What follows belongs to an exercise in optimizing a design on an open flow for small area, a short achievable clock period and few clock cycles; a production flow would make more cautious choices.
In this exercise RTL edits were held to simulation tests only and were not proved equivalent to the original.
Power is estimated from default activity; no workload was simulated.

`flow/design.v`:
```
module bdm_codec (
    input  wire         clk,
    input  wire         rst,
    input  wire         req_valid,
    output wire         req_ready,
    input  wire [7:0]   req,
    input  wire [7:0]   p0,
    input  wire [7:0]   p1,
    input  wire [39:0]  hdr,
    input  wire [8:0]   din_len,
    input  wire         din_valid,
    output wire         din_ready,
    input  wire [7:0]   din_data,
    output wire         dout_valid,
    input  wire         dout_ready,
    output wire [7:0]   dout_data,
    output wire         dout_last,
    output wire         done,
    output wire [3:0]   st,
    output wire [2:0]   cls,
    output wire [7:0]   rb,
    output wire         rf,
    output wire [7:0]   opc,
    output wire [7:0]   ctl,
    output wire [7:0]   len,
    output wire [191:0] fld,
    output wire [7:0]   fv
);
    localparam [3:0] ST_OK        = 4'h0,
                     ST_EMPTY     = 4'h1,
                     ST_TRUNC     = 4'h2,
                     ST_CHECKSUM  = 4'h3,
                     ST_LENGTH    = 4'h4,
                     ST_UNEXP_OPC = 4'h5,
                     ST_PAY_SHORT = 4'h6,
                     ST_TOO_LONG  = 4'h7,
                     ST_ILL_OP    = 4'h8,
                     ST_ILL_ENT   = 4'h9;
    reg         rr;          
    reg         dr;          
    reg         dv;          
    reg         dl;          
    reg  [7:0]  dd;          
    reg         dn;          
    reg         k_din;       
    reg         k_enc_hdr;   
    reg         k_enc_dat;   
    reg         k_enc_cs;    
    reg         k_build;     
    reg         skv;         
    reg         k_clr;       
    reg         k_csum;
    reg         k_verify;
    reg         k_frame;     
    reg         k_pget;      
    reg         k_ser;       
    reg         k_xsel;      
    reg  [3:0]  ent;
    reg  [8:0]  rem;         
    reg         lastf;       
    reg  [4:0]  c;           
    reg  [3:0]  cb;          
    reg  [7:0]  m;           
    reg  [7:0]  x;           
    reg  [7:0]  acc;
    reg         f_trunc;     
    reg         f_len;       
    reg         f_pshort;    
    reg         f_opc;       
    reg  [7:0]  r_ctl;
    reg  [7:0]  r_opc;
    reg  [7:0]  bn [0:2];
    reg  [7:0]  b [3:13];
    reg  [3:0]  st_q;
    reg  [2:0]  cls_q;
    reg         rf_q;
    reg  [7:0]  gfn;         
    wire [15:0] eh = 16'd1 << ent;           
    wire [7:0] e_grp = {eh[11], eh[10], eh[9], eh[8], eh[6], eh[4], eh[2], eh[0]};
    wire [7:0] e_wop = ({8{eh[0]}}  & 8'h19) | ({8{eh[1]}}  & 8'h18) |
                       ({8{eh[2]}}  & 8'hAD) | ({8{eh[3]}}  & 8'hAC) |
                       ({8{eh[4]}}  & 8'h45) | ({8{eh[5]}}  & 8'h44) |
                       ({8{eh[6]}}  & 8'h3B) | ({8{eh[7]}}  & 8'h3A) |
                       ({8{eh[8]}}  & 8'h33) | ({8{eh[9]}}  & 8'h2F) |
                       ({8{eh[10]}} & 8'h85) | ({8{eh[11]}} & 8'h15);
    wire [7:0] e_minl = eh[2] ? 8'd4 : eh[8] ? 8'd5 : eh[11] ? 8'd16 : 8'd3;
    wire e_get = (e_grp != 8'h00);
    wire e_src = (ent == 4'h3);
    wire [3:0] rop = req[3:0];
    wire [3:0] ren = req[7:4];
    wire take = req_valid && rr;
    wire op_din   = (rop == 4'h1) || (rop == 4'h2) || (rop == 4'h3) ||
                    (rop == 4'h5) || (rop == 4'h7);
    wire ill_op   = (rop == 4'h0) || (rop > 4'h9);
    wire ill_ent  = ((rop == 4'h6) || (rop == 4'h7)) && (ren > 4'hB);
    wire too_long = (op_din && (din_len > 9'd261)) || ((rop == 4'h4) && (din_len > 9'd255));
    wire n_zero   = (din_len == 9'd0);
    wire frame_op = (rop == 4'h5) || (rop == 4'h7);
    wire r_get    = (ren == 4'h0) || (ren == 4'h2) || (ren == 4'h4) || (ren == 4'h6) ||
                    (ren == 4'h8) || (ren == 4'h9) || (ren == 4'hA) || (ren == 4'hB);
    reg [3:0] st_take;
    reg [2:0] cls_take;
    always @(*) begin
        if (ill_op)                              begin st_take = ST_ILL_OP;   cls_take = 3'd4; end
        else if (ill_ent)                        begin st_take = ST_ILL_ENT;  cls_take = 3'd4; end
        else if (too_long)                       begin st_take = ST_TOO_LONG; cls_take = 3'd4; end
        else if (frame_op && n_zero)             begin st_take = ST_EMPTY;    cls_take = 3'd1; end
        else                                     begin st_take = ST_OK;       cls_take = 3'd0; end
    end
    wire fail_take = ill_op || ill_ent || too_long;
    wire go_din    = op_din && !fail_take && !n_zero;
    wire go_enc    = (rop == 4'h4) && !too_long;
    wire go_build  = (rop == 4'h6) && !ill_ent;
    wire zero_len  = !(go_din || go_enc || go_build);
    wire [7:0] acc_fed = acc ^ p0;
    wire din_fire = din_valid && dr;
    wire adv      = !dv || dout_ready;               
    wire out_end  = dv && dout_ready && dl;          
    wire [4:0] c1 = (c == 5'd31) ? c : c + 5'd1;
    wire [3:0] cb1 = cb + 4'd1;
    reg  [7:0] bbyte;
    always @(*) begin
        case (cb)
            4'd1:    bbyte = 8'h01;
            4'd5:    bbyte = e_src ? 8'h07 : (e_get ? 8'h03 : 8'h04);
            4'd6:    bbyte = 8'h01;
            4'd7:    bbyte = e_wop;
            4'd8:    bbyte = e_get ? 8'h00 : r_ctl;
            4'd9:    bbyte = e_src ? r_opc : 8'h00;
            4'd10:   bbyte = e_src ? 8'h01 : 8'h00;
            default: bbyte = 8'h00;
        endcase
    end
    wire b_cs = (cb == (e_src ? 4'd13 : (e_get ? 4'd9 : 4'd10)));
    reg  [7:0] hbyte;
    always @(*) begin
        case (cb[1:0])
            2'd1:    hbyte = ~bn[0];
            2'd2:    hbyte = ~bn[1];
            2'd3:    hbyte = ~bn[2];
            default: hbyte = r_ctl;
        endcase
    end
    wire [7:0] x_cs = x ^ (dv ? dd : 8'h00);
    wire cs_ok  = (x == din_data);
    wire pre_ok = !f_trunc && !f_len && !f_opc && !f_pshort;
    wire fin_ok = pre_ok && cs_ok;
    reg [3:0] st_fin;
    reg [2:0] cls_fin;
    always @(*) begin
        if (f_trunc)          begin st_fin = ST_TRUNC;     cls_fin = 3'd1; end
        else if (!cs_ok)      begin st_fin = ST_CHECKSUM;  cls_fin = 3'd2; end
        else if (f_len)       begin st_fin = ST_LENGTH;    cls_fin = 3'd1; end
        else if (f_opc)       begin st_fin = ST_UNEXP_OPC; cls_fin = 3'd3; end
        else if (f_pshort)    begin st_fin = ST_PAY_SHORT; cls_fin = 3'd3; end
        else                  begin st_fin = ST_OK;        cls_fin = 3'd0; end
    end
    wire din_end = k_din && din_fire && lastf;       
    wire fail_end = din_end && k_frame && !fin_ok;
    wire [7:0] bz   = din_data & {8{k_din}};
    wire       bclr = rr || k_clr;
    always @(posedge clk) begin
        st_q  <= take ? st_take : (din_end && k_frame) ? st_fin : k_clr ? st_q : ST_OK;
        cls_q <= take ? cls_take : (din_end && k_frame) ? cls_fin : k_clr ? cls_q : 3'd0;
        rf_q  <= din_end && k_verify && cs_ok;
        gfn   <= ~((din_end && k_pget && fin_ok) ? e_grp : 8'h00);
    end
    wire skid_out = k_enc_dat && !din_fire && skv && adv;    
    always @(posedge clk) begin
        if (rst) begin
            rr        <= 1'b1;
            dr        <= 1'b0;
            dv        <= 1'b0;
            dn        <= 1'b0;
            k_din     <= 1'b0;
            k_enc_hdr <= 1'b0;
            k_enc_dat <= 1'b0;
            k_enc_cs  <= 1'b0;
            k_build   <= 1'b0;
            skv       <= 1'b0;
            k_clr     <= 1'b0;
            acc       <= 8'h00;
        end else begin
            dn    <= 1'b0;
            k_clr <= fail_end;
            if (take) begin
                rr        <= zero_len;
                dn        <= zero_len;
                dr        <= go_din;
                k_din     <= go_din;
                k_enc_hdr <= go_enc;
                k_build   <= go_build;
                dv        <= go_enc || go_build;
                if (rop == 4'h8) acc <= 8'h00;
                if (rop == 4'h9) acc <= acc_fed;
            end
            if (din_end) begin
                dr    <= 1'b0;
                k_din <= 1'b0;
                if (!fail_end) begin
                    dn <= 1'b1;
                    rr <= 1'b1;
                end
            end
            if (k_clr) begin
                dn <= 1'b1;
                rr <= 1'b1;
            end
            if (k_enc_hdr && adv && cb == 4'd4) begin
                k_enc_hdr <= 1'b0;
                if (rem == 9'd0) begin
                    k_enc_cs <= 1'b1;
                end else begin
                    k_enc_dat <= 1'b1;
                    dr        <= 1'b1;
                end
            end
            if (k_enc_dat) begin
                if (din_fire) begin
                    if (adv) begin
                        dv <= 1'b1;
                    end else begin
                        skv <= 1'b1;
                        dr  <= 1'b0;
                    end
                    if (lastf) begin
                        dr <= 1'b0;
                        if (adv) begin
                            k_enc_dat <= 1'b0;
                            k_enc_cs  <= 1'b1;
                        end
                    end
                end else if (skv && adv) begin
                    dv  <= 1'b1;
                    skv <= 1'b0;
                    if (rem == 9'd0) begin
                        k_enc_dat <= 1'b0;
                        k_enc_cs  <= 1'b1;
                    end else begin
                        dr <= 1'b1;
                    end
                end else if (adv) begin
                    dv <= 1'b0;
                end
            end
            if (k_enc_cs && adv) begin
                dv       <= 1'b1;
                k_enc_cs <= 1'b0;
            end
            if (k_build && adv && b_cs)
                k_build <= 1'b0;
            if (out_end) begin
                dv <= 1'b0;
                dn <= 1'b1;
                rr <= 1'b1;
            end
        end
    end
    integer i;
    always @(posedge clk) begin
        if (rr) begin
            k_csum   <= (rop == 4'h2);
            k_verify <= (rop == 4'h3);
            k_frame  <= frame_op;
            k_pget   <= (rop == 4'h7) && r_get;
            k_ser    <= (rop == 4'h7) && (ren == 4'hB);
            k_xsel   <= (rop == 4'h1) || (rop == 4'h2);
            ent      <= ren;
            rem      <= din_len;
            lastf    <= (din_len == 9'd1);
            m        <= (go_din && frame_op) ? din_len[7:0] - 8'd6 : 8'h00;
            c        <= 5'd0;
            cb       <= 4'd1;
            dl       <= 1'b0;
            dd       <= (rop == 4'h4) ? hdr[7:0] : 8'hA6;
            x        <= (rop == 4'h9) ? acc_fed : 8'h00;
            f_trunc  <= frame_op && (din_len < 9'd7);
            f_len    <= 1'b0;
            f_pshort <= 1'b0;
            f_opc    <= 1'b0;
            bn[0]    <= ~hdr[15:8];
            bn[1]    <= ~hdr[23:16];
            bn[2]    <= ~hdr[31:24];
            r_ctl    <= go_enc ? hdr[39:32] : go_build ? p0 : 8'h00;
            r_opc    <= go_build ? p1 : 8'h00;
        end
        for (i = 3; i < 14; i = i + 1)
            if (bclr || (k_ser && din_fire && c == i + 7))
                b[i] <= bz;
        if (k_din && din_fire) begin
            c     <= c1;
            rem   <= rem - 9'd1;
            lastf <= (rem == 9'd2);
            if (!lastf)       x <= x ^ din_data;
            else if (!k_xsel) x <= 8'h00;
            else if (!k_csum) x <= x ^ din_data;
            if (c == 5'd4) begin
                f_len    <= (din_data < 8'd2) || (din_data != m);
                f_pshort <= k_pget && (m < e_minl);
            end
            if (c == 5'd6) f_opc <= k_pget && (din_data != e_wop);
            if (c == 5'd5 && k_frame) r_ctl <= din_data;
            if (c == 5'd6 && k_frame) r_opc <= din_data;
            if (c == 5'd7) bn[0]  <= ~din_data;
            if (c == 5'd8) bn[1]  <= ~din_data;
            if (c == 5'd9) bn[2]  <= ~din_data;
        end
        if (k_enc_hdr && adv) begin
            dd <= hbyte;
            cb <= cb1;
        end
        if (k_enc_dat && din_fire) begin
            rem   <= rem - 9'd1;
            lastf <= (rem == 9'd2);
            if (adv) dd <= din_data;
            else     r_opc <= din_data;
        end
        if (skid_out) dd <= r_opc;
        if (k_enc_cs && adv) begin
            dd <= x_cs;
            dl <= 1'b1;
        end
        if (k_build && adv) begin
            cb <= cb1;
            if (b_cs) begin
                dd <= x_cs;
                dl <= 1'b1;
            end else begin
                dd <= bbyte;
            end
        end
        if ((k_enc_hdr || k_enc_dat || k_enc_cs || k_build || dl) && dv && dout_ready)
            x <= x_cs;
        if (k_clr) begin
            r_ctl <= 8'h00;
            r_opc <= 8'h00;
            m     <= 8'h00;
        end
        if (out_end) begin
            r_ctl <= 8'h00;
            r_opc <= 8'h00;
        end
    end
    assign req_ready  = rr;
    assign din_ready  = dr;
    assign dout_valid = dv;
    assign dout_data  = dd;
    assign dout_last  = dl;
    assign done       = dn;
    assign st         = st_q;
    assign cls        = cls_q;
    assign rb         = x;
    assign rf         = rf_q;
    assign opc        = r_opc;
    assign ctl        = r_ctl;
    assign len        = m;
    assign fv         = ~gfn;
    assign fld[  7:  0] = ~(bn[0] | {8{gfn[0]}});                
    assign fld[ 15:  8] = ~(bn[0] | {8{gfn[1]}});                
    assign fld[ 23: 16] = ~(bn[1] | {8{gfn[1]}});                
    assign fld[ 31: 24] = ~(bn[0] | {8{gfn[2]}});                
    assign fld[ 39: 32] = {6'd0, ~(bn[0][1:0] | {2{gfn[3]}})};   
    assign fld[ 47: 40] = ~(bn[0] | {8{gfn[4]}});                
    assign fld[ 55: 48] = ~(bn[1] | {8{gfn[4]}});                
    assign fld[ 63: 56] = ~(bn[2] | {8{gfn[4]}});                
    assign fld[ 71: 64] = ~(bn[0] | {8{gfn[5]}});                
    assign fld[ 79: 72] = ~(bn[0] | {8{gfn[6]}});                
    assign fld[ 87: 80] = ~(bn[0] | {8{gfn[7]}});                
    assign fld[ 95: 88] = ~(bn[1] | {8{gfn[7]}});                
    assign fld[103: 96] = ~(bn[2] | {8{gfn[7]}});                
    genvar g;
    generate
        for (g = 3; g < 14; g = g + 1) begin : g_ser
            assign fld[80 + 8*g +: 8] = b[g];                    
        end
    endgenerate
endmodule
```
`flow/flow/run.sh`:
```
#!/bin/bash
set -euo pipefail
export BUFFER_PORTS_ARGS="-buffer_cell sky130_fd_sc_hd__buf_1"
bash standard.sh > standard.log 2>&1
```
`flow/standard.sh`:
```
#!/bin/bash
# synth_recipe.tcl (not shown) runs the flow's synth.tcl, then flattens the netlist and writes it again
# the make line also repeats each setting of config.mk as NAME=value (left out here)
make -C /OpenROAD-flow-scripts/flow DESIGN_CONFIG=/design/flow/config.mk WORK_HOME=/design/flow/orfs CLKGATE_MAP_FILE= SYNTH_SCRIPT=/design/flow/synth_recipe.tcl "${@:-finish}"
```
`flow/config.mk`:
```
export PLATFORM = sky130hd
export DESIGN_NAME = bdm_codec
export DESIGN_NICKNAME = bdm_codec
export VERILOG_FILES = /design/flow/design.v
export SDC_FILE = /design/flow/constraint.sdc
export NUM_CORES = 4
export LEC_CHECK = 0
export ABC_AREA = 1
export CAP_MARGIN = 20
export CORE_MARGIN = 2
export CORE_UTILIZATION = 40
export CTS_BUF_LIST = sky130_fd_sc_hd__clkbuf_16
export CTS_CLUSTER_DIAMETER = 80
export CTS_CLUSTER_SIZE = 20
export PLACE_DENSITY = 0.7
export SETUP_SLACK_MARGIN = 3.5
export SLEW_MARGIN = 20
```
`flow/constraint.sdc`:
```
create_clock -name core_clock -period 6.0 [get_ports {clk}]
set_input_delay 1.2000 -clock core_clock [delete_from_list [all_inputs] [get_ports {clk}]]
set_output_delay 1.2000 -clock core_clock [all_outputs]
set_load 0.01 [all_outputs]
```
==> results of run 1 <==
-- worst max-delay path, cell delays in order (launching register included) --
cell and delay (ps):
dfxtp_4 540, nor2_1 90, buf_1 130
-- per-stage QoR --
step | hold WS (ps) | utilization | worst slack (ps) | total power, mW | area (µm²)
floorplan | 441.1 | - | 3339 | 2.197 | 11540
global placement | 463.1 | 0.4568 | 2832 | 2.417 | 13010
detailed placement | 472.9 | 0.4568 | 2738 | 2.425 | 13010
CTS | 485.5 | 0.4770 | 3411 | 3.527 | 13580
global route | 503.8 | 0.4852 | 3451 | 3.675 | 13810
finish | 484.3 | 0.4852 | 3513 | 3.533 | 13810
-- worst max path at each step --
| stage | from | to | depth (start not counted) |
|---|---|---|---|
| after floorplan | din_valid | b[3][0] | 4 |
| after global placement | din_data[4] | gfn[2] | 9 |
| after detailed placement | din_valid | b[12][4] | 7 |
| after CTS | din_valid | b[11][0] | 7 |
| after global routing | din_valid | bn[1][4] | 7 |
| final | gfn[4] | fld[47] | 2 |
-- power by group through the flow --
stage | logic [mW] | registers, mW | clock network (mW)
after floorplan | 0.316 | 1.88 | 0
after global placement | 0.526 | 1.89 | 0
after detailed placement | 0.534 | 1.89 | 0
after CTS | 0.539 | 1.86 | 1.13
after global routing | 0.619 | 1.87 | 1.18
final | 0.564 | 1.86 | 1.11
-- repair_timing --
item                                    CTS  global route
endpoints found under the setup margin  147           153
resized for setup                        29            37
pin swaps                                 0             5
gates cloned                              0             1
setup buffers                             0             6
-- Yosys cell counts, types with 4 or more instances --
cell        n  area [µm²]
nand2_1   287        1077
ha_1       18       225.2
nor2_2      5       31.28
xor2_1     27       236.5
o21ai_0   130       650.6
dfxtp_1    96        1922
nand3_1    58       290.3
buf_2      12       60.06
or2_2       8       50.05
clkbuf_1   41       153.9
nor2_4      4       45.04
inv_2       9       33.78
nor3_1     14       70.07
nand2_2     8       50.05
a21oi_1    69       345.3
a21oi_2     7       61.31
nand4_1    11       68.82
nor2_1    217       814.5
o21ai_1    11       55.05
buf_4      11       82.58
o22ai_1    13       81.33
o211ai_2    8       100.1
o211ai_1   19       142.6
o31ai_1     5       37.54
edfxtp_1  125        3754
inv_1     160       600.6
xnor2_1    13       113.9
-- area by class of cell --
class	instances	area share
Clock inverter	12	0.008151
Timing Repair Buffer	350	0.1041
Clock buffer	16	0.02898
Inverter	171	0.04692
Tap cell	384	0.03478
Multi-Input combinational cell	971	0.3636
Sequential cell	221	0.4135
-- state kept, by name, indices dropped and copies added, names as in the netlist, 3 cells and up --
| name | count |
|---|---|
| b | 88 |
| bn | 24 |
| rem | 9 |
| acc | 8 |
| dd | 8 |
| gfn | 8 |
| m | 8 |
| r_ctl | 8 |
| r_opc | 8 |
| x | 8 |
| c | 5 |
| cb | 4 |
| ent | 4 |
| st_q | 4 |
| cls_q | 3 |
-- placed cells by master, fill, tap and decap left out, drive strengths merged, types with 3 or more instances in the layout --
| cell | netlist | layout |
|---|---|---|
| o211ai | 27 | 27 |
| o31ai | 5 | 5 |
| a211oi | 3 | 3 |
| nor3 | 15 | 15 |
| clkbuf | 41 | 18 |
| a31oi | 3 | 3 |
| nand4 | 11 | 11 |
| nand2 | 295 | 295 |
| xor2 | 27 | 27 |
| inv | 169 | 177 |
| xnor2 | 13 | 13 |
| o21ai | 143 | 143 |
| conb | 1 | 6 |
| a21oi | 76 | 76 |
| buf | 28 | 348 |
| edfxtp | 125 | 125 |
| or2 | 8 | 8 |
| o32ai | 3 | 3 |
| nor2 | 226 | 226 |
| nand3 | 62 | 63 |
| o22ai | 13 | 13 |
| clkinv | 2 | 3 |
| ha | 18 | 18 |
| dfxtp | 96 | 96 |
-- cells by family (layout without fill, tap and decap cells) --
kind of cell	after synthesis	in the layout	share of synthesized area
xor gates and xnor gates	40	40	0.03048
other	1	6	0.0003263
DFF	221	221	0.4938
AOI/OAI and AO/OA	284	284	0.1438
adders and majority gates	18	18	0.01960
and+or+nand+nor	622	623	0.2258
buffers and inverters	240	549	0.08622
-- metal layers --
metal  global-route usage  wire length [µm]  up-vias
met5                    0                 0        -
met4              0.07768              1073        0
met3              0.03640              3826       73
met2               0.3890             17320      656
met1               0.3385             16060     5151
li1                     -                 -     5297
==> impl_results.md, run 1 <==
- Final setup viols: 0
- CTS tree: built
- Worst flop-to-flop path endpoint: st_q[0]
- Power Dens Cells: 255.7 nW/µm²
- Fin crit share: 0.4144
- Gate power share: 0.160
- Critical-path maximum fanout: 25
- Hold worst-path end: acc[2]
- Leakage: 5.649 nW
- Worst EP required: about 4800 ps
- Seq. cell area: ~5700 µm²
- Effective utilization at floorplan: 0.4037
- Root buf cell: clkbuf_16
- Clk buf depth: 3
- Status: finished clean
- R2R Setup Slk: 3680 ps
- Drt via density: between 5 and 6
- Unique masters post-synth: 51
- Die Area: 30110 µm²
- IO buf count: about 330
- TritonCTS Buffers: 16
- Mapped Cells: 1426
- Fill cells: 2802
- #FFs+latches synth: 221
- Sw power: between 1 and 1.5 mW
- Rel. slew slack: 0.4926
- Placed Cells: 2090
- Final Net Count: 1835
- Number of flops mapped to enable cells by yosys: 125
- Ports: roughly 340
- Worst hold path class: reg -> reg
- Chip height: 173.5 µm
- Layout cells sized above 1: 0.08558
- Hold-fix buffers, CTS: 0
- Drc violations: 0
- # rows: 62
- Ys async rst share: 0
- CORE AREA: between 20000 and 30000 µm²
- Vias in the first global route: 9809
- Post-synthesis sequential area ratio: 0.4938
- Placer Congestion: a little under 1
- Reg-to-reg startpoint: rr
- Area growth syn-to-layout: 20.19%
- ANT cells: 0
- Clock-pin slew on the worst setup and hold paths: 90 ps
- Hold depth: 2
- Area of the multi-input gates: 5024 µm²
- WL/cell: ~18 µm
- Worst r2r path cells: 6
- Clock Power Share: 0.314
- Final Hold Fails: 0
- GRT overflow: 0
- VDD IR-drop max: 144.1 µV
- Final HPWL DP: 28700 µm
- 1st-iter DRT viols: 1161
- RSZ-0062 raised after global routing: yes
- CP Class: reg -> out
- Worst slew pin tran: roughly 750 ps
- Worst setup EP type: primary output
- Synthesized area: 11490 µm²
- Detailed Routing Iterations Pass 1: 7
- First-pass GRT wire length: between 50000 and 60000 µm
- Ys flop type: edfxtp_1
- Final Non-Filler Cells: 2125
- HP Start: acc[2]
- DRT Wirelength: 38280 µm
- Vias: 11180
- Fin. max-slew vios: 0
- Final critical-path required period: 2487 ps
- Switch share: 0.3024
- Internal Power: 2.465 mW
- # clock sinks: 221
- Sequential power share: 0.526
- Fin Setup TNS: 0 ps
- Initial antenna violation count: 0
- Peak Freq: slightly above 400 MHz
- Worst setup SP type: flop
- Yosys warnings: 3
- Largest net degree at the start of global routing: 75
- Critical Path AT: 1290 ps
- Total Routing Usage GR: 0.2427
- Clock latency (worst-skew pair): 510 ps
- Post-route ant nets: 0
- Horiz. Die Dim: 173.5 µm
- Synth Area per Inst: between 8 and 9 µm²
- Setup Skew: 22.80 ps
- H-tree lvl count: 1
- Max-cap viol count: 0
Testbench counts, summed over its fixed seeds: cycles 26,864.
==> run 2: changes to the inputs <==
--- a/flow/config.mk
+++ b/flow/config.mk
@@ -12,6 +12,6 @@
 export CTS_BUF_LIST = sky130_fd_sc_hd__clkbuf_16
 export CTS_CLUSTER_DIAMETER = 80
 export CTS_CLUSTER_SIZE = 20
-export PLACE_DENSITY = 0.7
+export PLACE_DENSITY = 0.8
 export SETUP_SLACK_MARGIN = 3.5
 export SLEW_MARGIN = 20
==> run 2 against run 1 <==
  * Clock power about the same
  * Largest cell class unchanged
  * First-iteration DRC count up 7.1%
  * Global-route usage about the same
  * Die area unchanged
  * Synthesized cell count unchanged
  * Clock-buffer cell count up 1
  * Critical endpoint is now fld[101]
  * Register-to-register slack better by 80 ps
  * Non-clock buffer count up 4
==> impl_results.md, run 2 <==
- Post-route ant nets: 0 (unchanged)
- Worst r2r path cells: 10 (+4)
- 1st-iter DRT viols: 1244 (+7.1%)
- Largest net degree at the start of global routing: 75 (unchanged)
- Clock latency (worst-skew pair): 510 ps (about the same)
- Top Registers: b x88, bn x24, rem x9
- Worst setup EP type: primary output
- Placed cell areas: 12990 µm² (-0.12%)
- Main combinational cell family by area after synthesis: simple AND/OR/NAND/NOR gates
- TritonCTS Buffers: 16 (unchanged)
- Yosys warnings: 3 (unchanged)
- Ys flop type: edfxtp_1
- Status: finished clean
- Worst hold path class: reg -> reg
- # clock sinks: 221 (unchanged)
- Synth area leaders: edfxtp_1 (33%), dfxtp_1 (17%), nand2_1 (9.4%)
- Layout cells sized above 1: 0.08372 (-0.001867)
- Final Hold Fails: 0 (unchanged)
- DRT Wirelength: 38510 µm (+0.62%)
- Final Net Count: 1838 (+0.16%)
- Critical Path AT: 1290 ps (about the same)
- Commonest cells after routing, fill and taps aside: buf_1 (324), nand2_1 (283), nor2_1 (210)
- Mapped Cells: 1426 (unchanged)
- #FFs+latches synth: 221 (unchanged)
- Worst setup SP type: flop
- Total Routing Usage GR: 0.2425 (about the same)
- VDD IR-drop max: 152.6 µV (+5.9%)
- Root buf cell: clkbuf_16
- Clk buf depth: 3 (unchanged)
- Drc violations: 0 (unchanged)
- Number of flops mapped to enable cells by yosys: 125 (unchanged)
- Synth Area per Inst: 8.060 µm² (unchanged)
- Setup Skew: 43.29 ps (+20.49 ps)
- Post-synthesis sequential area ratio: 0.4938 (unchanged)
- Final critical-path required period: 2494 ps (+7.490 ps)
- Placer Congestion: 0.9507 (-2.5%)
- Final Non-Filler Cells: 2128 (+0.14%)
- Core Util, Final: 0.4837 (-0.001582)
- Fin crit share: 0.4157 (+0.001248)
- Met1 wire length: 15750 µm (-1.9%)
- Hold-fix buffers, CTS: 0 (unchanged)
- WL/cell: 18.10 µm (+0.48%)
- CTS tree: built
- CP Class: reg -> out
- Peak Freq: 401.0 MHz (-0.30%)
- Commonest non-fill, non-tap cell in the layout: buf_1
- Slowest-stage cell, CP: dfxtp_4
- Biggest register: b
- First-pass GRT wire length: 56970 µm (-0.57%)
- Post-synth top area share: 0.3266 (unchanged)
- Ys async rst share: 0 (unchanged)
- H-tree lvl count: 1 (unchanged)
- Reg-to-reg startpoint: cb[1]
- Effective utilization at floorplan: 0.4037 (unchanged)
- Unique masters post-synth: 51 (unchanged)
- Detailed Routing Iterations Pass 1: 6 (-1)
- Worst flop-to-flop path endpoint: dd[3]
- Met3 wire length: 4156 µm (+8.6%)
- Vias in the first global route: 9864 (+0.56%)
- CORE AREA: 28470 µm² (unchanged)
- Fin Setup TNS: 0 ps (unchanged)
- Compound-cell area share of the yosys netlist: 0.1438 (unchanged)
- Max Used Layer: met4
- Met2 wire len: 17400 µm (+0.48%)
- Hold_ws: 484.0 ps (-0.3640 ps)
- IO buf count: 332 (unchanged)
- Final HPWL DP: 28960 µm (+0.89%)
- Yosys top cell by area: edfxtp_1
- RSZ-0062 raised after global routing: yes
- ANT cells: 0 (unchanged)
- Leakage: 5.673 nW (+0.42%)
- HP Start: acc[7]
- Initial antenna violation count: 1 (+1)
- Max reg flops: 88 (unchanged)
- Fin worst setup slack: 3506 ps (-7.490 ps)
- GRT overflow: 0 (unchanged)
- Horiz. Die Dim: 173.5 µm (unchanged)
- # rows: 62 (unchanged)
- Critical-path maximum fanout: 25 (unchanged)
- Drt via density: 5.241 (-0.36%)
- Rel. slew slack: 0.5109 (+0.01833)
- Post-placement worst setup slack: 2810 ps (+71.91 ps)
- Placed Cells: 2088 (-0.096%)
- Chip height: 173.5 µm (unchanged)
- Most frequent cell after synthesis: nand2_1
- Most common library cells after synthesis: nand2_1 (287), nor2_1 (217), inv_1 (160)
- Power Dens Cells: 254.2 nW/µm² (-0.59%)
- Ports: 339 (unchanged)
- Max incr delay on CP: 540 ps (about the same)
- Hold worst-path end: acc[7]
- Synthesized area: 11490 µm² (unchanged)
- Die Area: 30110 µm² (unchanged)
- CP Cell Sequence: nor2_1 -> buf_1
- Fin. max-slew vios: 0 (unchanged)
- Max-cap viol count: 0 (unchanged)
- Synth Area in Adders: 0.01960 (unchanged)
- Clock-pin slew on the worst setup and hold paths: 100 ps (about the same)
- R2R Setup Slk: 3760 ps (+80 ps)
- Worst slew pin tran: 733.6 ps (-19.54 ps)
- Fin area: 13770 µm² (-0.33%)
- Pwr Total: 3.501 mW (-0.92%)
- Xor/xnor share of the synthesized area: 0.03048 (unchanged)
- Synth Area in Simple Gates: 0.2258 (unchanged)
- Worst EP required: 4800 ps (about the same)
- Mux cell area share after synthesis: 0 (unchanged)
- Hold depth: 2 (unchanged)
- Area growth syn-to-layout: 19.80%
- Final setup viols: 0 (unchanged)
- Vias: 11150 (-0.22%)
==> run 2: repair_timing <==
action | in CTS | in global routing
gates cloned | 0 | 1
endpoints found under the setup margin | 162 | 156
setup buffers | 0 | 11
pin swaps | 0 | 4
gates resized for setup | 29 | 30
==> run 2: cell families after synthesis <==
family                     Yosys count
adders and majority gates           18
other                                1
buffers and inverters              240
and+or+nand+nor                    622
DFF                                221
AOI/OAI and AO/OA                  284
xor gates and xnor gates            40
==> run 2: how the worst max path moves through the flow <==
stage | end | from | slack, ps | cells past startpoint
after floorplan | b[3][0] | din_valid | 3340 | 4
after global placement | gfn[2] | din_data[4] | 2900 | 9
after detailed placement | gfn[2] | din_data[2] | 2810 | 8
after CTS | b[12][7] | din_valid | 3350 | 7
after global routing | gfn[2] | din_data[0] | 3380 | 10
final | fld[101] | gfn[7] | 3510 | 2
==> run 2: critical path: cells and delay by family, from the launching register on <==
family	cells	cell delay, ps
buf+inv	1	140
simple gates	1	90
flops	1	540
==> run 2: power breakdown <==
part	internal [mW]	leakage (nW)	switching, mW	total, mW
Combinational	0.176	3.22	0.390	0.566
Clock	0.527	0.260	0.555	1.08
Sequential	1.74	2.20	0.112	1.85
Total	2.44	5.67	1.06	3.50
==> run 2: cell type report <==
| type | instances | area, µm² |
|---|---|---|
| tap | 384 | 480.5 |
| inverter | 171 | 648.1 |
| fill | 2697 | 14700 |
| timing repair buffer | 354 | 1484 |
| clock buffer | 17 | 425.4 |
| sequential | 221 | 5707 |
| clock inverter | 11 | 67.56 |
| multi-input combinational | 970 | 4957 |
==> run 2: metal layers <==
layer  global-route usage  vias to the layer above
met5                    0                        -
met4              0.07874                        0
met3              0.05482                       80
met2               0.3855                      649
met1               0.3289                     5135
li1                     -                     5288
==> run 3: changes to the inputs <==
--- a/flow/config.mk
+++ b/flow/config.mk
@@ -12,6 +12,5 @@
 export CTS_BUF_LIST = sky130_fd_sc_hd__clkbuf_16
 export CTS_CLUSTER_DIAMETER = 80
 export CTS_CLUSTER_SIZE = 20
-export PLACE_DENSITY = 0.8
 export SETUP_SLACK_MARGIN = 3.5
 export SLEW_MARGIN = 20
==> run 3 against run 2 <==
  * Worst setup slack lost 14 ps
  * Global-route usage grew 0.42 points
  * First-iteration DRC count shrank 18%
  * Sequential share of layout area shrank 0.31 points
  * Power grew 0.53%
  * Register-to-register slack lost 50 ps
  * Critical path type unchanged
  * Combinational power shrank 0.7%
==> impl_results.md, run 3 <==
- Status: finished clean
- Clock Power Share: 0.312 (+0.003)
- Drc violations: 0 (unchanged)
- Worst setup EP type: primary output
- Placed Cells: 2090 (+0.096%)
- CP Cell Sequence: buf_12 -> nor2_1 -> buf_1
- Most common library cells after synthesis: nand2_1 (287), nor2_1 (217), inv_1 (160)
- H-tree lvl count: 1 (unchanged)
- Slowest-stage cell, CP: dfxtp_4
- Worst setup SP type: flop
- Vias: 11020 (-1.2%)
- Switch share: 0.3046 (+0.002834)
- HP Start: skv
- WL/cell: 18.42 µm (+1.8%)
- Final Net Count: 1837 (-0.054%)
- Vias in the first global route: 9847 (-0.17%)
- Final critical-path required period: 2508 ps (+13.72 ps)
- Chip height: 173.5 µm (unchanged)
- Drt via density: 5.180 (-1.2%)
- Mapped Cells: 1426 (unchanged)
- Synth Area per Inst: 8.060 µm² (unchanged)
- 1st-iter DRT viols: 1021 (-18%)
- Max incr delay on CP: 380 ps (-160 ps)
- Critical-path maximum fanout: 12 (-52%)
- Max reg flops: 88 (unchanged)
- Post-synth top area share: 0.3266 (unchanged)
- Effective utilization at floorplan: 0.4037 (unchanged)
- CTS tree: built
- Mux cell area share after synthesis: 0 (unchanged)
- Setup Skew: 20.95 ps (-22.35 ps)
- Fin crit share: 0.4180 (+0.002287)
- Area growth syn-to-layout: 20.71%
- Most frequent cell after synthesis: nand2_1
- Worst hold path class: reg -> reg
- Main combinational cell family by area after synthesis: simple AND/OR/NAND/NOR gates
- RSZ-0062 raised after global routing: yes
- IO buf count: 332 (unchanged)
- Synthesized area: 11490 µm² (unchanged)
- Xor/xnor share of the synthesized area: 0.03048 (unchanged)
- Worst setup startpoint: gfn[7]
- #FFs+latches synth: 221 (unchanged)
- Rel. slew slack: 0.4993 (-0.01164)
- Die Area: 30110 µm² (unchanged)
- VDD IR-drop max: 134.3 µV (-12%)
- Sequential power share: 0.529 (about the same)
- Peak Freq: 398.8 MHz (-0.55%)
- Horiz. Die Dim: 173.5 µm (unchanged)
- Reg-to-reg startpoint: cb[1]
- Leakage: 5.745 nW (+1.3%)
- Ys flop type: edfxtp_1
- Internal Power: 2.447 mW (+0.13%)
- Unique masters post-synth: 51 (unchanged)
- First-pass GRT wire length: 58240 µm (+2.2%)
- Synth Area in Adders: 0.01960 (unchanged)
- Power Dens Cells: 253.7 nW/µm² (-0.22%)
- Commonest non-fill, non-tap cell in the layout: buf_1
- Final setup viols: 0 (unchanged)
- Final Non-Filler Cells: 2127 (-0.047%)
- Worst EP required: 4800 ps (about the same)
- Detailed Routing Iterations Pass 1: 6 (unchanged)
- Yosys warnings: 3 (unchanged)
- Bufs and invs on worst path: 2 (+1)
- Number of flops mapped to enable cells by yosys: 125 (unchanged)
- Post-synthesis sequential area ratio: 0.4938 (unchanged)
- Final Hold Fails: 0 (unchanged)
- Gate power share: 0.160 (-0.002)
- GRT overflow: 0 (unchanged)
- # rows: 62 (unchanged)
- Biggest register: b
- Initial antenna violation count: 0 (-1)
- Commonest cells after routing, fill and taps aside: buf_1 (310), nand2_1 (284), nor2_1 (202)
- Top Registers: b x88, bn x24, rem x9
- Ys async rst share: 0 (unchanged)
- Compound-cell area share of the yosys netlist: 0.1438 (unchanged)
- Ports: 339 (unchanged)
- ANT cells: 0 (unchanged)
- Worst slew pin tran: 751.0 ps (+17.46 ps)
- Final HPWL DP: 29410 µm (+1.5%)
- Synth Area in Simple Gates: 0.2258 (unchanged)
- TritonCTS Buffers: 16 (unchanged)
- Clk buf depth: 3 (unchanged)
- Root buf cell: clkbuf_16
- CP Class: reg -> out
- DRT Wirelength: 39190 µm (+1.8%)
- Layout cells sized above 1: 0.09811 (+0.01439)
- Sw power: 1.072 mW (+1.5%)
- Max-cap viol count: 0 (unchanged)
- Total Routing Usage GR: 0.2467 (+0.004170)
- Fin Setup TNS: 0 ps (unchanged)
- Clock latency (worst-skew pair): 510 ps (about the same)
- Largest delay contributor family on the critical path: flip-flops
- Synth area leaders: edfxtp_1 (33%), dfxtp_1 (17%), nand2_1 (9.4%)
- Placer Congestion: 0.9377 (-1.4%)
- Clock-pin slew on the worst setup and hold paths: 90 ps (about the same)
- Fin. max-slew vios: 0 (unchanged)
- # clock sinks: 221 (unchanged)
- Critical Path AT: 1310 ps (+20 ps)
- CORE AREA: 28470 µm² (unchanged)
- Largest net degree at the start of global routing: 75 (unchanged)
- Post-route ant nets: 0 (unchanged)
- Yosys top cell by area: edfxtp_1
run 3: cell types whose count changed in the layout (fill, tap and decap cells not counted), sizes merged:
cell and change:
inv -2, clkinv +2, clkbuf -1
run 3: cell families after synthesis:
family | after synthesis
adder cells (fa/ha/maj) | 18
flip-flops | 221
other | 1
AO/OA/AOI/OAI | 284
XOR/XNOR | 40
buffers and inverters | 240
AND/OR/NAND/NOR | 622
run 3: what timing repair did:
action | in CTS | in global routing
resized for setup | 26 | 71
hold buffers | 0 | 0
endpoints found under the setup margin | 173 | 176
pin swaps | 0 | 6
setup buffers | 1 | 8
run 3: final timing paths:
kind                            endpoint  slack [ps]  depth (start not counted)
worst min-delay path                 skv         470                          2
worst max-delay path             fld[89]        3490                          3
worst min register to register       skv         470                          2
worst max register to register     dd[4]        3710                         10
run 3: layer usage:
metal  vias up  wire length, µm  global-route usage
met2       488            18270              0.4090
met5         -                0                   0
met3        42             2781             0.02149
li1       5298                -                   -
met1      5190            17470              0.3524
met4         0              668             0.05403
run 3: power by group through the flow:
stage | Combinational (mW) | Clock, mW | Sequential, mW
2_1_floorplan | 0.316 | 0 | 1.88
3_3_place_gp | 0.527 | 0 | 1.89
3_5_place_dp | 0.533 | 0 | 1.89
4_1_cts | 0.546 | 1.11 | 1.86
5_1_grt | 0.619 | 1.17 | 1.88
6_report | 0.562 | 1.10 | 1.86
run 3: stage by stage:
step / setup WS, ps / area [µm²] / utilization / power [mW] / hold slack (ps)
finish: 3492 / 13870 / 0.4873 / 3.519 / 474.6
floorplan: 3339 / 11540 / - / 2.197 / 441.1
CTS: 3433 / 13600 / 0.4777 / 3.514 / 472.8
global placement: 2875 / 13010 / 0.4568 / 2.421 / 456.1
detailed placement: 2803 / 13010 / 0.4568 / 2.427 / 459.5
global route: 3448 / 13870 / 0.4873 / 3.662 / 491.6
run 3: final cells by class:
| type | instances | area [µm²] |
|---|---|---|
| multi-input cells | 970 | 5006 |
| flip-flops and latches | 221 | 5707 |
| repair buffers | 353 | 1526 |
| well taps | 384 | 480.5 |
| clock inverters | 11 | 80.08 |
| inverters | 171 | 648.1 |
| fillers | 2864 | 14600 |
| clock buffers | 17 | 425.4 |
run 3: worst min-delay path, stage by stage (launching register included):
cell     delay (ps)
dfxtp_1         320
nand2_1          60
a21oi_1          50
==> run 4: changes to the inputs <==
--- a/flow/config.mk
+++ b/flow/config.mk
@@ -12,5 +12,7 @@
 export CTS_BUF_LIST = sky130_fd_sc_hd__clkbuf_16
 export CTS_CLUSTER_DIAMETER = 80
 export CTS_CLUSTER_SIZE = 20
+export GPL_TIMING_DRIVEN = 0
+export PLACE_DENSITY = 0.7
 export SETUP_SLACK_MARGIN = 3.5
 export SLEW_MARGIN = 20
==> run 4 against run 3 <==
  * Global-route usage is 0.47 points higher
  * Combinational power is 12% higher
  * Synthesized cell count stayed put
  * Worst hold slack better by 8.8 ps
  * Sequential cell count stayed put
  * Synthesized area stayed put
  * Sequential share of layout area is 3.2 points lower
  * Clock power hardly changed
  * Critical path type unchanged
  * Largest power group unchanged
==> impl_results.md, run 4 <==
- GRT overflow: 0 (unchanged)
- Number of flops mapped to enable cells by yosys: 125 (unchanged)
- Ports: 339 (unchanged)
- Fill cells: 2589 (-9.6%)
- Total Routing Usage GR: 0.2515 (+0.004743)
- Area growth syn-to-layout: 30.45%
- CTS tree: built
- Top Registers: b x88, bn x24, rem x9
- TritonCTS Buffers: 16 (unchanged)
- Fin crit share: 0.4381 (+0.02010)
- RSZ-0062 raised after global routing: yes
- VDD IR-drop max: 143.9 µV (+7.2%)
- Largest net degree at the start of global routing: 22 (-71%)
- Unique masters post-synth: 51 (unchanged)
- Ys flop type: edfxtp_1
- Most frequent cell after synthesis: nand2_1
- Post-placement worst setup slack: 2599 ps (-204.2 ps)
- WL/cell: 18.74 µm (+1.7%)
- First-pass GRT wire length: 59280 µm (+1.8%)
- Worst setup EP type: primary output
- Area of the multi-input gates: 5336 µm² (+6.6%)
- Crit path capture: fld[99]
- Synth area leaders: edfxtp_1 (33%), dfxtp_1 (17%), nand2_1 (9.4%)
- Placed Cells: 2146 (+2.7%)
- Leakage: 6.366 nW (+11%)
- Worst setup SP type: flop
- Peak Freq: 380.5 MHz (-4.6%)
- Worst setup startpoint: gfn[7]
- #FFs+latches synth: 221 (unchanged)
- Clock-pin slew on the worst setup and hold paths: 80 ps (about the same)
- Vias in the first global route: 10530 (+7.0%)
- Fin Setup TNS: 0 ps (unchanged)
- Synthesized area: 11490 µm² (unchanged)
- Max-cap viol count: 0 (unchanged)
- Ys async rst share: 0 (unchanged)
- Yosys warnings: 3 (unchanged)
- ANT cells: 0 (unchanged)
- Die Area: 30110 µm² (unchanged)
- Worst hold path class: reg -> reg
- Placer Congestion: 0.9424 (+0.50%)
- Final HPWL DP: 29980 µm (+1.9%)
- Final Hold Fails: 0 (unchanged)
- Power Dens Cells: 236.8 nW/µm² (-6.7%)
- Mapped Cells: 1426 (unchanged)
- Critical-path maximum fanout: 7 (-5)
- Post-route ant nets: 0 (unchanged)
- Most common library cells after synthesis: nand2_1 (287), nor2_1 (217), inv_1 (160)
- Seq. cell area: 5680 µm² (-0.46%)
- Final Net Count: 1900 (+3.4%)
- R2R Setup Slk: 3590 ps (-120 ps)
- Effective utilization at floorplan: 0.4037 (unchanged)
- Worst flop-to-flop path endpoint: dd[0]
- Worst EP required: 4800 ps (about the same)
- DRT Wirelength: 41050 µm (+4.7%)
- CP Class: reg -> out
- Reg-to-reg startpoint: cb[1]
- Pwr Total: 3.550 mW (+0.86%)
- Drt via density: 5.345 (+3.2%)
- Synth Area per Inst: 8.060 µm² (unchanged)
- 1st-iter DRT viols: 1286 (+26%)
- Root buf cell: clkbuf_16
- Fin. max-slew vios: 0 (unchanged)
- Drc violations: 0 (unchanged)
- Clk buf depth: 3 (unchanged)
- H-tree lvl count: 1 (unchanged)
- Post-synthesis sequential area ratio: 0.4938 (unchanged)
- Max reg flops: 88 (unchanged)
- IO buf count: 328 (-1.2%)
- Post-synth top area share: 0.3266 (unchanged)
- Critical Path AT: 1430 ps (+120 ps)
- Final critical-path required period: 2628 ps (+120.6 ps)
- Final setup viols: 0 (unchanged)
- Commonest non-fill, non-tap cell in the layout: nand2_1
- Yosys top cell by area: edfxtp_1
- CORE AREA: 28470 µm² (unchanged)
- Worst slew pin tran: 990.9 ps (+239.9 ps)
- # clock sinks: 221 (unchanged)
- # rows: 62 (unchanged)
- Rel. slew slack: 0.3394 (-0.1599)
- Commonest cells after routing, fill and taps aside: nand2_1 (283), buf_1 (238), inv_1 (162)
- Horiz. Die Dim: 173.5 µm (unchanged)
- Detailed Routing Iterations Pass 1: 7 (+1)
- Worst r2r path cells: 12 (+2)
- Status: finished clean
- Chip height: 173.5 µm (unchanged)
- Setup Skew: 39.13 ps (+18.19 ps)
- Initial antenna violation count: 0 (unchanged)
- Layout cells sized above 1: 0.1788 (+0.08074)
- Fin worst setup slack: 3372 ps (-120.6 ps)
- Biggest register: b
- Clock latency (worst-skew pair): 510 ps (about the same)
- Vias: 11710 (+6.2%)
- Final Non-Filler Cells: 2190 (+3.0%)
## run 4: kinds of logic after synthesis
logic type / share of synthesized area
buffers and inverters: 0.08622
AND/OR/NAND/NOR: 0.2258
other: 0.0003263
XOR/XNOR: 0.03048
flip-flops: 0.4938
AO/OA/AOI/OAI: 0.1438
adder cells (fa/ha/maj): 0.01960
## run 4: how the worst min path moves through the flow
| stage | startpoint | end | slack [ps] | cells after the start |
|---|---|---|---|---|
| after floorplan | skv | skv | 440 | 2 |
| after global placement | skv | skv | 450 | 2 |
| after detailed placement | skv | skv | 460 | 2 |
| after CTS | skv | skv | 480 | 2 |
| after global routing | skv | skv | 500 | 2 |
| final | acc[4] | acc[4] | 480 | 2 |
## run 4: per-stage QoR
stage / hold WS (ps) / utilization / area, µm²
3_5_place_dp: 463.9 / 0.4669 / 13290
3_3_place_gp: 452.5 / 0.4654 / 13250
6_report: 483.4 / 0.5266 / 14990
4_1_cts: 475.6 / 0.5081 / 14470
5_1_grt: 504.8 / 0.5266 / 14990
2_1_floorplan: 441.1 / - / 11540
## run 4: cell type report
class,instances,area share
plain buffers,69,0.03647
flip-flops and latches,221,0.3789
clock buffers,17,0.02837
multi-input cells,970,0.3559
well taps,384,0.03205
inverters,171,0.04298
repair buffers,347,0.1207
clock inverters,11,0.004673
## run 4: metal layers
layer  GRT usage  vias to the layer above  share of wire
li1            -                     5429              -
met1      0.3303                     5399           0.40
met2      0.4133                      727           0.46
met3     0.04649                      150           0.10
met4     0.09569                        0          0.044
met5           0                        -              0
## run 4: where the power goes
| group | internal (mW) | total [mW] | leakage, nW | switching (mW) |
|---|---|---|---|---|
| Sequential | 1.74 | 1.84 | 2.20 | 0.101 |
| Clock | 0.528 | 1.08 | 0.263 | 0.553 |
| Combinational | 0.192 | 0.627 | 3.91 | 0.435 |
## run 4: what timing repair did
action | 4_1_cts | 5_1_grt
endpoints found under the setup margin | 210 | 207
buffers inserted | 9 | 2
gates cloned | 5 | 0
hold buffers | 0 | 0
pin swaps | 6 | 3
resized for setup | 187 | 157
## run 4: worst max-delay path: stages (launching register included)
cell     delay (ps)
dfxtp_2         340
buf_8           150
buf_8           150
nor2_1          120
buf_2           160
==> run 5: changes to the inputs <==
--- a/flow/design.v
+++ b/flow/design.v
@@ -72,6 +72,7 @@
     reg  [7:0]  bn [0:2];
     reg  [7:0]  b [3:13];
     reg  [3:0]  st_q;
+    reg         cs_bad;      
     reg  [2:0]  cls_q;
     reg         rf_q;
     reg  [7:0]  gfn;         
@@ -88,7 +89,8 @@
     wire e_src = (ent == 4'h3);
     wire [3:0] rop = req[3:0];
     wire [3:0] ren = req[7:4];
-    wire take = req_valid && rr;
+    wire rdy  = !(k_din || k_enc_hdr || k_enc_dat || k_enc_cs || k_build || k_clr || dv);
+    wire take = req_valid && rdy;
     wire op_din   = (rop == 4'h1) || (rop == 4'h2) || (rop == 4'h3) ||
                     (rop == 4'h5) || (rop == 4'h7);
     wire ill_op   = (rop == 4'h0) || (rop > 4'h9);
@@ -149,7 +151,7 @@
     reg [2:0] cls_fin;
     always @(*) begin
         if (f_trunc)          begin st_fin = ST_TRUNC;     cls_fin = 3'd1; end
-        else if (!cs_ok)      begin st_fin = ST_CHECKSUM;  cls_fin = 3'd2; end
+        else if (cs_bad)      begin st_fin = ST_CHECKSUM;  cls_fin = 3'd2; end
         else if (f_len)       begin st_fin = ST_LENGTH;    cls_fin = 3'd1; end
         else if (f_opc)       begin st_fin = ST_UNEXP_OPC; cls_fin = 3'd3; end
         else if (f_pshort)    begin st_fin = ST_PAY_SHORT; cls_fin = 3'd3; end
@@ -158,10 +160,11 @@
     wire din_end = k_din && din_fire && lastf;       
     wire fail_end = din_end && k_frame && !fin_ok;
     wire [7:0] bz   = din_data & {8{k_din}};
-    wire       bclr = rr || k_clr;
+    wire       bclr = rdy || k_clr;
     always @(posedge clk) begin
-        st_q  <= take ? st_take : (din_end && k_frame) ? st_fin : k_clr ? st_q : ST_OK;
-        cls_q <= take ? cls_take : (din_end && k_frame) ? cls_fin : k_clr ? cls_q : 3'd0;
+        st_q   <= take ? st_take : k_clr ? st_fin : ST_OK;
+        cls_q  <= take ? cls_take : k_clr ? cls_fin : 3'd0;
+        cs_bad <= !cs_ok;
         rf_q  <= din_end && k_verify && cs_ok;
         gfn   <= ~((din_end && k_pget && fin_ok) ? e_grp : 8'h00);
     end
@@ -258,7 +261,7 @@
     end
     integer i;
     always @(posedge clk) begin
-        if (rr) begin
+        if (rdy) begin
             k_csum   <= (rop == 4'h2);
             k_verify <= (rop == 4'h3);
             k_frame  <= frame_op;
--- a/flow/config.mk
+++ b/flow/config.mk
@@ -10,9 +10,8 @@
 export CORE_MARGIN = 2
 export CORE_UTILIZATION = 40
 export CTS_BUF_LIST = sky130_fd_sc_hd__clkbuf_16
-export CTS_CLUSTER_DIAMETER = 80
-export CTS_CLUSTER_SIZE = 20
-export GPL_TIMING_DRIVEN = 0
+export CTS_CLUSTER_DIAMETER = 60
+export CTS_CLUSTER_SIZE = 16
 export PLACE_DENSITY = 0.7
 export SETUP_SLACK_MARGIN = 3.5
 export SLEW_MARGIN = 20
==> run 5 against run 4 <==
  * Critical endpoint is now b[11][7]
  * Critical path depth rose by 2
  * First-iteration DRC count down 11%
  * Power is 17% higher
  * Core utilization shrank 4.4 points
==> impl_results.md, run 5 <==
- Status: finished clean
- #FFs+latches synth: 222 (+0.45%)
- Final setup viols: 0 (unchanged)
- Seq. cell area: 5653 µm² (-0.48%)
- Synth Area per Inst: 8.080 µm² (+0.25%)
- Vias: 11260 (-3.8%)
- CORE AREA: 28550 µm² (+0.27%)
- Max-cap viol count: 0 (unchanged)
- Worst EP required: 6200 ps (+1400 ps)
- Ys flop type: edfxtp_1
- Most frequent cell after synthesis: nand2_1
- Reg-to-reg startpoint: k_din
- RSZ-0062 raised after global routing: yes
- 1st-iter DRT viols: 1148 (-11%)
- Worst r2r path cells: 6 (-6)
- Gate power share: 0.200 (+0.023)
- CTS tree: built
- Commonest non-fill, non-tap cell in the layout: buf_1
- # clock sinks: 222 (+0.45%)
- Drt via density: 5.295 (-0.92%)
- ANT cells: 0 (unchanged)
- Main combinational cell family by area after synthesis: simple AND/OR/NAND/NOR gates
- First-pass GRT wire length: 57780 µm (-2.5%)
- Worst setup EP type: flop
- WL/cell: 18.33 µm (-2.2%)
- Worst setup startpoint: din_valid
- Rel. slew slack: 0.4122 (+0.07281)
- Peak Freq: 406.1 MHz (+6.7%)
- Total Routing Usage GR: 0.2444 (-0.007101)
- Final Net Count: 1835 (-3.4%)
- Synth Area in Adders: 0.01957 (-0.00002131)
- Leakage: 5.639 nW (-11%)
- Unique masters post-synth: 52 (+2.0%)
- VDD IR-drop max: 157.0 µV (+9.1%)
- Commonest cells after routing, fill and taps aside: buf_1 (329), nand2_1 (257), nor2_1 (179)
- Detailed Routing Iterations Pass 1: 9 (+2)
- Largest net degree at the start of global routing: 69 (+210%)
- Fin worst setup slack: 3538 ps (+166.2 ps)
- Initial antenna violation count: 0 (unchanged)
- Critical Path AT: 2660 ps (+1230 ps)
- Critical-path maximum fanout: 8 (+1)
- Top Registers: b x88, bn x24, rem x9
- Horiz. Die Dim: 173.6 µm (about the same)
- Ports: 339 (unchanged)
- CP Class: in -> reg
- Sequential power share: 0.491 (-0.028)
- Fin crit share: 0.4104 (-0.02770)
- Layout cells sized above 1: 0.07520 (-0.1036)
- Yosys top cell by area: edfxtp_1
- IO buf count: 332 (+1.2%)
- Sw power: 1.361 mW (+25%)
- R2R Setup Slk: 3670 ps (+80 ps)
- Worst setup SP type: primary input
- Post-synthesis sequential area ratio: 0.4889 (-0.004887)
- Fin Setup TNS: 0 ps (unchanged)
- Worst slew pin tran: 872.2 ps (-118.7 ps)
- Ys async rst share: 0 (unchanged)
- Most common library cells after synthesis: nand2_1 (257), nor2_1 (181), inv_1 (163)
- Crit path capture: b[11][7]
- Xor/xnor share of the synthesized area: 0.02284 (-0.007645)
- Mapped Cells: 1424 (-0.14%)
- Effective utilization at floorplan: 0.4031 (-0.0006587)
- Area growth syn-to-layout: 19.77%
- Drc violations: 0 (unchanged)
- Final critical-path required period: 2462 ps (-166.2 ps)
- Area of the multi-input gates: 4926 µm² (-7.7%)
- Worst hold path class: reg -> reg
- H-tree lvl count: 1 (unchanged)
- Synth Area in Simple Gates: 0.2193 (-0.006444)
- Vias in the first global route: 9926 (-5.8%)
- Setup Buffers After CTS: 0 (-9)
- Synth area leaders: edfxtp_1 (31%), dfxtp_1 (18%), nand2_1 (8.4%)
- Post-synth top area share: 0.3080 (-0.01862)
- Clk buf depth: 3 (unchanged)
- # rows: 62 (unchanged)
- Root buf cell: clkbuf_16
- Internal Power: 2.780 mW (+13%)
- Fill cells: 2787 (+7.6%)
- GRT overflow: 0 (unchanged)
- Post-route ant nets: 0 (unchanged)
- Worst flop-to-flop path endpoint: rem[2]
- Die Area: 30140 µm² (+0.10%)
- Final HPWL DP: 29410 µm (-1.9%)
- DRT Wirelength: 38980 µm (-5.0%)
- Biggest register: b
- Synthesized area: 11510 µm² (+0.11%)
- Yosys warnings: 3 (unchanged)
- Mux cell area share after synthesis: 0 (unchanged)
- Setup Skew: 17.94 ps (-21.19 ps)
- Final Hold Fails: 0 (unchanged)
- Chip height: 173.6 µm (about the same)
- Placer Congestion: 0.9509 (+0.90%)
- TritonCTS Buffers: 21 (+5)
- Switch share: 0.3286 (+0.02179)
- Fin. max-slew vios: 0 (unchanged)
- Power Dens Cells: 300.5 nW/µm² (+27%)
- Clock Power Share: 0.310 (+0.006)
- Post-placement worst setup slack: 2954 ps (+354.8 ps)
- Max reg flops: 88 (unchanged)
- Number of flops mapped to enable cells by yosys: 118 (-5.6%)
- Compound-cell area share of the yosys netlist: 0.1582 (+0.01442)
- Clock latency (worst-skew pair): 500 ps (about the same)
- Clock-pin slew on the worst setup and hold paths: 60 ps (-20 ps)
==> run 5: cell count changes after synthesis, sizes merged, moves of 7 or more <==
cell	before	now
nand2	295	268
nor2	226	199
a21oi	76	101
o21ai	143	159
inv	169	180
a22oi	1	10
dfxtp	96	104
xnor2	13	5
clkbuf	41	34
edfxtp	125	118
==> run 5: stage by stage <==
step	cell area, µm²	hold WS, ps	util	cells	power (mW)
2_1_floorplan	11540	443.1	-	1429	2.523
4_1_cts	13720	471.8	0.4806	2126	4.135
5_1_grt	13780	492.7	0.4827	2126	4.317
6_report	13780	468.8	0.4827	2126	4.141
3_3_place_gp	13020	452.7	0.4562	2092	2.846
3_5_place_dp	13030	462.7	0.4563	2092	2.858
==> run 5: routing by layer <==
metal  GRT usage  wire (µm)  vias to the layer above
li1            -          -                     5342
met1      0.3418      16350                     5186
met2      0.4072      18100                      660
met3     0.02632       3643                       70
met4     0.06057        878                        0
met5           0          0                        -
==> run 5: layout make-up <==
class	count	share of cell area
multi-input combinational	956	0.3575
timing repair buffer	347	0.09978
clock buffer	21	0.03813
sequential	222	0.4102
tap	384	0.03486
inverter	183	0.05039
clock inverter	13	0.009170
==> run 5: timing repair <==
| item | CTS | global route |
|---|---|---|
| resized for setup | 24 | 17 |
| hold buffers | 0 | 0 |
| cloned | 0 | 0 |
| endpoints found under the setup margin | 206 | 75 |
==> run 5: logic make-up after synthesis <==
family,after synthesis
fa+ha+maj,18
other cells,1
simple gates,574
flops,222
buf+inv,251
xor+xnor,30
compound gates,328
==> run 5: worst min-delay path by stage <==
stage | slack [ps] | startpoint | depth (start not counted) | to
floorplan | 440 | acc[0] | 2 | acc[0]
global placement | 450 | acc[5] | 2 | acc[5]
detailed placement | 460 | acc[6] | 2 | acc[6]
CTS | 470 | acc[6] | 2 | acc[6]
global route | 490 | acc[3] | 2 | acc[3]
finish | 470 | acc[6] | 2 | acc[6]
==> run 5: worst max-delay path, cell delays in order <==
cell     delay [ps]
buf_1           190
nand3_1         330
inv_1           210
nand4_1         200
o21ai_0         290
buf_4           230
==> run 5: power groups by stage <==
stage               Clock, mW  Sequential (mW)  Combinational, mW
finish                   1.28             2.03              0.827
global route             1.36             2.05              0.909
CTS                      1.30             2.03              0.810
detailed placement          0             2.06              0.803
global placement            0             2.06              0.791
floorplan                   0             2.04              0.488
Testbench counts of run 5, summed over its fixed seeds: cycles 26,864.
==> run 6: changes to the inputs <==
--- a/flow/config.mk
+++ b/flow/config.mk
@@ -10,8 +10,8 @@
 export CORE_MARGIN = 2
 export CORE_UTILIZATION = 40
 export CTS_BUF_LIST = sky130_fd_sc_hd__clkbuf_16
-export CTS_CLUSTER_DIAMETER = 60
-export CTS_CLUSTER_SIZE = 16
+export CTS_CLUSTER_DIAMETER = 80
+export CTS_CLUSTER_SIZE = 20
 export PLACE_DENSITY = 0.7
 export SETUP_SLACK_MARGIN = 3.5
 export SLEW_MARGIN = 20
==> run 6 against run 5 <==
  * Worst setup slack worse by 29 ps
  * Critical path type is now reg -> out
  * Via count is 0.12% lower
  * Core utilization fell by 0.25 points
  * Sequential share of layout area grew 0.22 points
  * Sequential cell count did not move
  * Still clean on timing, DRC and antenna
==> impl_results.md, run 6 <==
- Status: finished clean
- Hold-fix buffers, CTS: 0 (unchanged)
- Commonest non-fill, non-tap cell in the layout: buf_1
- CP Class: reg -> out
- Post-route ant nets: 0 (unchanged)
- Final Hold Fails: 0 (unchanged)
- Critical Path AT: 1290 ps (-1370 ps)
- Drt via density: 5.296 (about the same)
- Horiz. Die Dim: 173.6 µm (unchanged)
- Initial antenna violation count: 1 (+1)
- Post-synthesis sequential area ratio: 0.4889 (unchanged)
- Levels on crit path: 3 (-3)
- Power Dens Cells: 288.2 nW/µm² (-4.1%)
- Detailed Routing Iterations Pass 1: 6 (-3)
- Yosys warnings: 3 (unchanged)
- Max-cap viol count: 0 (unchanged)
- Largest net degree at the start of global routing: 69 (unchanged)
- Placer Congestion: 0.9509 (unchanged)
- Final HPWL DP: 29410 µm (unchanged)
- Mapped Cells: 1424 (unchanged)
- IO buf count: 332 (unchanged)
- VDD IR-drop max: 151.6 µV (-3.4%)
- Layout cells sized above 1: 0.07825 (+0.003050)
- Chip height: 173.6 µm (unchanged)
- Drc violations: 0 (unchanged)
- Final setup viols: 0 (unchanged)
- Worst setup SP type: flop
- Max reg flops: 88 (unchanged)
- Ys flop type: edfxtp_1
- Clock-pin slew on the worst setup and hold paths: 90 ps (+30 ps)
- # rows: 62 (unchanged)
- Effective utilization at floorplan: 0.4031 (unchanged)
- Final critical-path required period: 2491 ps (+29.03 ps)
- Fin area: 13710 µm² (-0.53%)
- Setup Skew: 36.07 ps (+18.12 ps)
- Post-synth top area share: 0.3080 (unchanged)
- Hold depth: 2 (unchanged)
- First-pass GRT wire length: 57440 µm (-0.58%)
- Clock latency (worst-skew pair): 500 ps (about the same)
- Slowest-stage cell, CP: dfxtp_4
- Peak Freq: 401.4 MHz (-1.2%)
- Total Routing Usage GR: 0.2432 (-0.001158)
- Worst EP required: 4800 ps (-1400 ps)
- #FFs+latches synth: 222 (unchanged)
- Worst hold path class: reg -> reg
- CP Cell Sequence: buf_6 -> nor2_1 -> buf_1
- Yosys top cell by area: edfxtp_1
- WL/cell: 18.41 µm (+0.43%)
- Synth Area per Inst: 8.080 µm² (unchanged)
- Worst setup EP type: primary output
- Worst slew pin tran: 894.6 ps (+22.36 ps)
- Unique masters post-synth: 52 (unchanged)
- Leakage: 5.615 nW (-0.43%)
- # clock sinks: 222 (unchanged)
- 1st-iter DRT viols: 1158 (+0.87%)
- Largest delay contributor family on the critical path: flip-flops
- Fin Setup TNS: 0 ps (unchanged)
- Top Registers: b x88, bn x24, rem x9
- Ys async rst share: 0 (unchanged)
- Root buf cell: clkbuf_16
- Number of flops mapped to enable cells by yosys: 118 (unchanged)
- Most frequent cell after synthesis: nand2_1
- Vias in the first global route: 9910 (-0.16%)
- H-tree lvl count: 1 (unchanged)
- Final Net Count: 1835 (unchanged)
- Biggest register: b
- Clk buf depth: 3 (unchanged)
- Worst r2r path cells: 10 (+4)
- Fin crit share: 0.4152 (+0.004838)
- Synth area leaders: edfxtp_1 (31%), dfxtp_1 (18%), nand2_1 (8.4%)
- Die Area: 30140 µm² (unchanged)
- Core Util, Final: 0.4802 (-0.002542)
- DRT Wirelength: 39090 µm (+0.29%)
- Fin. max-slew vios: 0 (unchanged)
- Rel. slew slack: 0.3971 (-0.01507)
- Ports: 339 (unchanged)
- RSZ-0062 raised after global routing: yes
- Commonest cells after routing, fill and taps aside: buf_1 (326), nand2_1 (256), nor2_1 (179)
- CTS tree: built
- Synthesized area: 11510 µm² (unchanged)
- GRT overflow: 0 (unchanged)
- Area growth syn-to-layout: 19.14%
- TritonCTS Buffers: 17 (-19%)
- CORE AREA: 28550 µm² (unchanged)
- Placed cell areas: 13030 µm² (unchanged)
- Max incr delay on CP: 380 ps (+50 ps)
- Vias: 11240 (-0.12%)
- Bufs and invs on worst path: 2 (-1)
- Critical-path maximum fanout: 12 (+4)
- Most common library cells after synthesis: nand2_1 (257), nor2_1 (181), inv_1 (163)
## run 6: cell count changes in the layout (fill, tap and decap cells not counted), moves of 2 or more
cell | before | now
clkinv_1 | 5 | 3
clkbuf_16 | 21 | 17
clkinv_4 | 3 | 0
buf_2 | 0 | 4
inv_6 | 0 | 2
buf_1 | 329 | 326
## run 6: metrics by stage
| step | power, mW | hold WS, ps | setup WS [ps] | cells |
|---|---|---|---|---|
| after floorplan | 2.523 | 443.1 | 3380 | 1429 |
| after global placement | 2.846 | 452.7 | 2917 | 2092 |
| after detailed placement | 2.858 | 462.7 | 2954 | 2092 |
| after CTS | 3.946 | 474.5 | 3449 | 2118 |
| after global routing | 4.129 | 496.0 | 3454 | 2123 |
| final | 3.951 | 472.0 | 3509 | 2123 |
## run 6: final timing paths
check                           startpoint      end  slack, ps
worst max-delay path                gfn[4]  fld[44]       3510
worst max register to register       k_din       dr       3590
worst min-delay path                acc[6]   acc[6]        470
worst min register to register      acc[6]   acc[6]        470
## run 6: timing repair
action                                  4_1_cts  5_1_grt
pin swaps                                     0        1
endpoints found under the setup margin      216      123
setup buffers                                 0        4
endpoints found under the hold margin         0        0
cloned                                        0        0
gates resized for setup                      22       30
## run 6: per-layer routing
metal | GRT usage | vias up | part of all wire
li1 | - | 5341 | -
met1 | 0.3403 | 5182 | 0.42
met2 | 0.4022 | 650 | 0.47
met3 | 0.02829 | 71 | 0.094
met4 | 0.06338 | 0 | 0.022
met5 | 0 | - | 0
## run 6: cell families after synthesis
group | synth area share
AO/OA/AOI/OAI | 0.1582
XOR/XNOR | 0.02284
adder cells (fa/ha/maj) | 0.01957
buffers and inverters | 0.09080
flip-flops | 0.4889
other | 0.0003259
AND/OR/NAND/NOR | 0.2193
## run 6: layout make-up
cell class                 instances  area (µm²)
fill                            2787       14840
sequential                       222        5653
multi-input combinational        956        4940
timing repair buffer             351        1433
inverter                         183       694.4
tap                              384       480.5
clock buffer                      17       425.4
clock inverter                     9       80.08
antenna                            1       2.502
## run 6: worst register-to-register path, stage by stage (launching register included)
cell	delay, ps
dfxtp_1	460
inv_4	150
nand3_2	90
nor2_4	180
buf_8	380
nand2_2	230
inv_1	300
nand4_1	250
nand2_1	120
nand2_1	60
a21oi_1	130
## run 6: report_power, final
part	switching, mW	leakage [nW]	internal, mW
clock	0.558	0.255	0.535
sequential	0.194	2.15	1.84
combinational	0.580	3.21	0.247
total	1.33	5.61	2.62

==> static timing again, ports no longer ideal <==
The results above use ideal ports. As a check the final layouts listed here were re-extracted and re-timed, cells and wires unchanged.
Step 1 (the two cells are an assumption about what drives the block):
set clk [get_ports {clk}]
set_driving_cell -lib_cell sky130_fd_sc_hd__clkbuf_16 $clk
set_driving_cell -lib_cell sky130_fd_sc_hd__buf_2 [delete_from_list [all_inputs] $clk]
Step 2 adds t to the input delays and takes it off the output delays; t is the mean of the earliest and latest rising clock arrival at the registers after step 1. Input paths then give back, and output paths get back, about the clock's delay inside the block.
a / b / c = ideal ports / drivers / drivers and shift; a / b = the first two.
run | shift t [ns] | setup slack, ns | worst setup path after step 2 | clock arrival spread, ns | worst slew at a driven data input, ns
run 1 | 0.544 | 3.513 / 3.468 / 3.054 | input to register | 0.023 / 0.023 | 0.06
run 2 | 0.542 | 3.506 / 3.453 / 3.071 | input to register | 0.048 / 0.048 | 0.06
run 3 | 0.539 | 3.492 / 3.449 / 3.098 | input to register | 0.024 / 0.024 | 0.06
run 4 | 0.530 | 3.372 / 3.329 / 3.033 | input to register | 0.042 / 0.042 | 0.06
run 5 | 0.538 | 3.538 / 3.503 / 3.027 | input to register | 0.018 / 0.018 | 0.07
run 6 | 0.530 | 3.509 / 3.460 / 3.104 | input to register | 0.036 / 0.037 | 0.07
After both steps every run listed still meets setup and hold. The setup slack of run 5, which loses most, moves by -0.035 ns with the drivers and by -0.511 ns with both steps.
